Source: an optimization exercise on an open RTL-to-GDS flow (aim: small area, a short achievable clock period and few clock cycles). Production flows keep margins and buffers that such runs may drop. Function not checked in this run: the RTL went through the layout flow alone. No activity file was given, so power comes from the tool's default toggle rates.

--- design.v ---
module kc87_decoder (
    input  wire        clk,
    input  wire        rst,           
    input  wire [7:0]  rx_data,
    input  wire        rx_valid,
    output wire        rx_ready,
    output reg  [7:0]  raw_data,
    output reg         raw_valid,
    output reg  [15:0] smp_data,
    output reg         smp_valid,
    output reg  [7:0]  hdr_version,
    output reg         hdr_valid,
    output reg         eos_valid,
    output reg         ev_slide,
    output reg         ev_desync,
    output reg         ev_buf_reset
);
    localparam DEC_BUF = 600;
    localparam [3:0] S_RX    = 4'd0,    
                     S_FLUSH = 4'd1,    
                     S_A0    = 4'd2,    
                     S_A1    = 4'd3,    
                     S_TYPE  = 4'd4,    
                     S_PAR   = 4'd5,    
                     S_E0    = 4'd6,    
                     S_E1    = 4'd7,    
                     S_EMIT  = 4'd8;    
    reg [7:0]  buf_mem [0:DEC_BUF-1];
    reg [3:0]  state;
    reg [9:0]  head;         
    reg [9:0]  len;          
    reg        started;
    reg [7:0]  win1, win2, win3;    
    reg [2:0]  win_n;
    reg [7:0]  b0;           
    reg [7:0]  typ;          
    reg [7:0]  par;          
    reg [7:0]  e0;           
    reg [9:0]  emit_pos;     
    reg [7:0]  lo_byte;      
    assign rx_ready = (state == S_RX);
    wire [9:0] blk_len = 10'd6 + {1'b0, par, 1'b0};
    wire [9:0] end_off = (typ == 8'h00) ? 10'd4 : blk_len - 10'd2;
    reg  [9:0] ridx;
    always @(*) begin
        case (state)
            S_A1:    ridx = 10'd1;
            S_TYPE:  ridx = 10'd2;
            S_PAR:   ridx = 10'd3;
            S_E0:    ridx = end_off;
            S_E1:    ridx = end_off + 10'd1;
            default: ridx = 10'd0;
        endcase
    end
    wire [10:0] rsum  = {1'b0, head} + {1'b0, ridx};
    wire [9:0]  raddr = (rsum >= DEC_BUF) ? rsum[9:0] - DEC_BUF[9:0] : rsum[9:0];
    wire [7:0]  rbyte = buf_mem[raddr];
    wire        full  = (len == DEC_BUF[9:0]);
    wire [9:0]  wofs  = full ? 10'd0 : len;
    wire [10:0] wsum  = {1'b0, head} + {1'b0, wofs};
    wire [9:0]  waddr = (wsum >= DEC_BUF) ? wsum[9:0] - DEC_BUF[9:0] : wsum[9:0];
    wire        wr_en = (state == S_RX) && rx_valid;
    wire [9:0]  head_inc = (head == DEC_BUF - 1) ? 10'd0 : head + 10'd1;
    wire        eos_hit = (win_n >= 3'd3) && (win1 == 8'h00) && (win2 == 8'h80) &&
                          (win3 == 8'h00) && (rx_data == 8'h80);
    always @(posedge clk) begin
        if (wr_en)
            buf_mem[waddr] <= rx_data;
    end
    always @(posedge clk) begin
        if (rst) begin
            state        <= S_RX;
            head         <= 10'd0;
            len          <= 10'd0;
            started      <= 1'b0;
            win1         <= 8'd0;
            win2         <= 8'd0;
            win3         <= 8'd0;
            win_n        <= 3'd0;
            b0           <= 8'd0;
            typ          <= 8'd0;
            par          <= 8'd0;
            e0           <= 8'd0;
            emit_pos     <= 10'd0;
            lo_byte      <= 8'd0;
            raw_data     <= 8'd0;
            raw_valid    <= 1'b0;
            smp_data     <= 16'd0;
            smp_valid    <= 1'b0;
            hdr_version  <= 8'd0;
            hdr_valid    <= 1'b0;
            eos_valid    <= 1'b0;
            ev_slide     <= 1'b0;
            ev_desync    <= 1'b0;
            ev_buf_reset <= 1'b0;
        end else begin
            raw_valid    <= 1'b0;
            smp_valid    <= 1'b0;
            hdr_valid    <= 1'b0;
            eos_valid    <= 1'b0;
            ev_slide     <= 1'b0;
            ev_desync    <= 1'b0;
            ev_buf_reset <= 1'b0;
            case (state)
                S_RX: begin
                    if (rx_valid) begin
                        ev_buf_reset <= full;
                        len   <= wofs + 10'd1;
                        win1  <= win2;
                        win2  <= win3;
                        win3  <= rx_data;
                        if (eos_hit) begin
                            eos_valid <= 1'b1;
                            started   <= 1'b0;
                            win_n     <= 3'd0;
                            state     <= S_FLUSH;
                        end else begin
                            if (win_n != 3'd4)
                                win_n <= win_n + 3'd1;
                            state <= S_A0;
                        end
                    end
                end
                S_FLUSH: begin
                    raw_valid <= 1'b1;
                    raw_data  <= rbyte;
                    head      <= head_inc;
                    len       <= len - 10'd1;
                    if (len == 10'd1)
                        state <= S_RX;
                end
                S_A0: begin
                    if (len < 10'd2) begin
                        state <= S_RX;
                    end else begin
                        b0    <= rbyte;
                        state <= S_A1;
                    end
                end
                S_A1: begin
                    if (b0 != 8'h00 || rbyte != 8'h00) begin
                        ev_slide <= 1'b1;
                        head     <= head_inc;
                        len      <= len - 10'd1;
                        state    <= S_A0;
                    end else if (len < 10'd6) begin
                        state <= S_RX;
                    end else begin
                        state <= S_TYPE;
                    end
                end
                S_TYPE: begin
                    typ   <= rbyte;
                    state <= S_PAR;
                end
                S_PAR: begin
                    par <= rbyte;
                    if (typ == 8'h00 && !started) begin
                        state <= S_E0;
                    end else if (typ == 8'h01 && started && rbyte != 8'h00) begin
                        if (len < 10'd6 + {1'b0, rbyte, 1'b0})
                            state <= S_RX;                      
                        else
                            state <= S_E0;
                    end else begin
                        ev_desync <= 1'b1;
                        head      <= head_inc;
                        len       <= len - 10'd1;
                        state     <= S_A0;
                    end
                end
                S_E0: begin
                    e0    <= rbyte;
                    state <= S_E1;
                end
                S_E1: begin
                    if (e0 == 8'h00 && rbyte == 8'h80) begin
                        if (typ == 8'h00) begin
                            hdr_valid   <= 1'b1;
                            hdr_version <= par;
                            started     <= 1'b1;
                        end
                        emit_pos <= 10'd0;
                        state    <= S_EMIT;
                    end else begin
                        ev_desync <= 1'b1;
                        head      <= head_inc;
                        len       <= len - 10'd1;
                        state     <= S_A0;
                    end
                end
                S_EMIT: begin
                    raw_valid <= 1'b1;
                    raw_data  <= rbyte;
                    head      <= head_inc;
                    len       <= len - 10'd1;
                    emit_pos  <= emit_pos + 10'd1;
                    if (typ == 8'h01 && emit_pos >= 10'd4 && emit_pos < blk_len - 10'd2) begin
                        if (!emit_pos[0]) begin
                            lo_byte <= rbyte;
                        end else begin
                            smp_valid <= 1'b1;
                            smp_data  <= {rbyte, lo_byte};
                        end
                    end
                    if (emit_pos == ((typ == 8'h00) ? 10'd5 : blk_len - 10'd1))
                        state <= S_A0;
                end
                default: state <= S_RX;
            endcase
        end
    end
endmodule
--- run.sh ---
#!/bin/bash
# synth_recipe.tcl (not shown) runs the flow's synth.tcl, then flattens the netlist and writes it again
# the make line also repeats each setting of config.mk as NAME=value (left out here)
make -C /OpenROAD-flow-scripts/flow DESIGN_CONFIG=/design/flow/config.mk WORK_HOME=/design/flow/orfs CLKGATE_MAP_FILE= SYNTH_SCRIPT=/design/flow/synth_recipe.tcl finish
--- constraint.sdc ---
create_clock -name core_clock -period 12.0 [get_ports {clk}]
set_input_delay 2.4000 -clock core_clock [delete_from_list [all_inputs] [get_ports {clk}]]
set_output_delay 2.4000 -clock core_clock [all_outputs]
set_load 0.01 [all_outputs]
--- config.mk ---
export PLATFORM = sky130hd
export DESIGN_NAME = kc87_decoder
export DESIGN_NICKNAME = kc87_decoder
export VERILOG_FILES = /design/flow/design.v
export SDC_FILE = /design/flow/constraint.sdc
export NUM_CORES = 4
export LEC_CHECK = 0
export CAP_MARGIN = 20
export CORE_MARGIN = 2
export CORE_UTILIZATION = 30
export SLEW_MARGIN = 20
export SYNTH_MEMORY_MAX_BITS = 8192
==> metrics.md <==
| Metric | Value |
|---|---|
| Status | no timing/DRC/antenna violations |
| CTS-repair resized insts | 0 |
| Final non-filler cell total | 20400 |
| Worst-Skew Late Latency | 1070 ps |
| Commonest non-fill, non-tap cell in the layout | edfxtp_1 |
| Fraction of layout cells with a size suffix above 1 | 20.5% |
| Slowest stage cell, crit path | nand2_8 |
| Setup_tns | 0 ps |
| Post-synthesis instance total | 10900 |
| Max Fclk | ~85 MHz |
| CTS Sinks | slightly below 5000 |
| GPL Wtd Cong | 0.976 |
| Vias in the first global route | around 110k |
| Cell mode on critical path | buf_4 |
| Post-CTS Hold Buffers | 0 |
| Max_cap viols | 0 |
| Final min period | approximately 12000 ps |
| RSZ-0062 raised after global routing | false |
| Data arrival, critical path | 12640 ps |
| Slew margin rel. | a little under an eighth |
| Residual DRC | 0 |
| CTS root buf | clkbuf_16 |
| Cell variety after synth | 106 |
| Syn_area_per_cell | roughly 18 um^2 |
| Cell Rows | 300 |
| Postcts setup bufs | 0 |
| Cell area after synthesis | 201000 um^2 |
| Clock skew | 70.9 ps |
| Final Hold Fails | 0 |
| DR WL/cell | slightly above 30 um |
| Post-synth EDFFs | between 4000 and 5000 |
| Total routed wirelength | 620 mm |
| # placed instances | roughly 19000 |
| Initial antenna violation count | between 40 and 50 |
| Largest net degree at the start of global routing | 179 |
| Register bit total from synthesis | between 4000 and 5000 |
| IO Pins | slightly above 50 |
| Main flop type after synthesis | edfxtp_1 |
| Via count | approximately 110k |
| Area growth syn-to-layout | 14.0% |
| Hold WC Path Type | register to register |
| Post-synthesis net count | around 11000 |
| DP HPWL | between 300 and 400 mm |
| GRT Total Usage | between 10% and 20% |
| Fin nets | 11100 |
| Max-slew violation count | 0 |
| Die Y | ~800 um |
| Worst-path maximum fanout | 70 |
| Post-synthesis sequential area ratio | 73.3% |
| Worst slack, placed | between 700 and 800 ps |
| CTS Buf Count | 523 |
| DRT Pass-1 Iters | 14 |
| GR Layer Usage met1 | 24.1% |
| Die Width | between 800 and 900 um |
| Met3 Track Usage GR | under 10% |
| Core Box Area | ~670000 um^2 |
| Largest stage delay, worst path | about 740 ps |
| Final Cycle Share | between 90% and 100% |
| Ys Warns | 1 |
| Critical Path End Type | register |
| DR vias/cell | roughly 5.4 |
| Async set-reset flop share out of synthesis | 0% |
| CTS clk-pin slew, worst paths | 60 ps |
| Setup-failing EPs final | 0 |
| Grt total ovfl | 0 |
| Antenna Nets Post-Route | 0 |
| Clock tree buffer depth | 4 |
| Most frequent cells in the layout | edfxtp_1, mux4_2, nand2_1, nor2_1, clkbuf_16 |
| CTS H-tree lvls | 6 |
| Max IR drop VDD | 149 uV |
| Worst Tran Pin Value | 1310 ps |
| Initial Util | between 30% and 40% |
| I/O Buffers | 50 |
| CTS tree | yes |
| Kind of critical path | register to register |
| PwrDens | 160 nW/um^2 |
| Crit path launch type | register |
| Critical Path RT | 12940 ps |
| DR iter-0 viols | 17800 |
| Leak | between 0.07 and 0.08 uW |
| Most Crowded Layer GR | met2 |
| Met2 usage | a little over a quarter |
| First-pass GRT wire length | 858 mm |
| Final WS setup | about 300 ps |
| Die Area | approximately 680000 um^2 |
## metal layers
| layer | up-vias | wire length, um | part of all wire, % |
|---|---|---|---|
| li1 | 44800 | - | - |
| met1 | 58600 | 246000 | 40 |
| met2 | 6270 | 275000 | 44 |
| met3 | 1234 | 67200 | 11 |
| met4 | 18 | 31200 | 5.0 |
| met5 | - | 438 | 0.071 |
## cell type report
type                    instances  area (um^2)
diodes                         36         90.1
clock buffers                 667        13700
clock inverters               246         2570
fillers                     62500       438000
inverters                      45          176
multi-input cells            5173        50700
flip-flops and latches       4941       147000
well taps                    8909        11100
repair buffers                344         3250
## cell usage after synthesis (all sizes together) (26+ instances only)
cell type	instances	share of area, %
inv	44	0.082
nand2	944	1.8
mux4	1205	14
a31oi	74	0.23
edfxtp	4800	72
nor4	38	0.13
o21ai	188	0.47
a211oi	129	0.49
a2111oi	35	0.17
nand3	130	0.33
nor3	84	0.22
a221oi	89	0.39
dfxtp	141	1.4
buf	373	1.0
o22ai	34	0.11
nand4	49	0.15
and3	134	0.42
a21oi	224	0.56
a22oi	27	0.10
xnor2	26	0.11
a311oi	89	0.39
nor2	859	1.6
ha	51	0.32
o221ai	26	0.11
o211ai	44	0.18
mux2i	307	1.5
clkbuf	362	0.68
## power by group
group / leakage, uW / total (uW) / switching [uW] / internal (uW)
registers: 0.0443 / 19000 / 18.3 / 18900
logic: 0.0193 / 2100 / 1370 / 730
clock network: 0.00784 / 15500 / 6900 / 8640
## worst paths after layout
check	cells past startpoint	slack, ps	startpoint	end
setup / recovery	46	300	typ[3]$_SDFFE_PP0P_	state[1]$_SDFFE_PP0P_
hold / removal	2	450	e0[2]$_SDFFE_PP0P_	e0[2]$_SDFFE_PP0P_
setup reg to reg	46	300	typ[3]$_SDFFE_PP0P_	state[1]$_SDFFE_PP0P_
hold reg to reg	2	450	e0[2]$_SDFFE_PP0P_	e0[2]$_SDFFE_PP0P_
## critical path: cells and delay by family, from the launching register on
| kind | cells | cell delay, ps |
|---|---|---|
| simple gates | 17 | 3790 |
| compound gates | 14 | 3680 |
| buf+inv | 9 | 1900 |
| fa+ha+maj | 4 | 1230 |
| xor+xnor | 2 | 460 |
| flops | 1 | 310 |
## through the flow
| stage | power, uW | hold slack (ps) | utilization, % | area, um^2 |
|---|---|---|---|---|
| 2_1_floorplan | 20500 | 431 | - | 201000 |
| 3_3_place_gp | 21400 | 440 | 31.8 | 212000 |
| 3_5_place_dp | 21400 | 449 | 31.8 | 212000 |
| 4_1_cts | 36800 | 457 | 34.3 | 228000 |
| 5_1_grt | 37500 | 480 | 34.3 | 229000 |
| 6_report | 36600 | 454 | 34.3 | 229000 |
## sequential cells by signal (all words and copies together) (netlist names), 3 cells and up
signal	cells
lo_byte	8
smp_data	16
win_n	3
emit_pos	10
win2	8
win1	8
raw_data	8
head	10
hdr_version	8
state	4
typ	8
e0	8
len	10
b0	8
win3	8
par	8
buf_mem	4800
## kinds of logic (layout without fill, tap and decap cells)
group | after synthesis | count (layout) | share of synthesized area, %
buf+inv | 780 | 1302 | 1.77
fa+ha+maj | 53 | 53 | 0.338
simple gates | 2345 | 2345 | 5.00
other cells | 0 | 36 | 0
flops | 4941 | 4941 | 73.3
mux | 1528 | 1528 | 15.2
compound gates | 1209 | 1209 | 4.32
xor+xnor | 38 | 38 | 0.166

[what the ideal ports hide]
How much do the figures lean on ideal ports? The routed layout below was timed once more, with nothing changed but the port constraints. Step 1 (the two cells are an assumption about what drives the block):
set clk [get_ports {clk}]
set_driving_cell -lib_cell sky130_fd_sc_hd__clkbuf_16 $clk
set_driving_cell -lib_cell sky130_fd_sc_hd__buf_2 [delete_from_list [all_inputs] $clk]
Step 2 moves the port delays by t, midway between the first and last clock arrival at a register: inputs arrive t later, outputs are due t later. That takes back most of the time a late clock gives input paths. a / b / c = ideal ports / drivers / drivers and shift; a / b = the first two.
shift t [ns]: 1.164
setup WS [ns]: 0.300 / 0.300 / 0.300
worst register clock-pin slew, ns: 0.07 / 0.07
After both steps setup and hold are still met in this run. The setup slack of this run moves by 0.000 ns with the drivers and by 0.000 ns with both steps.
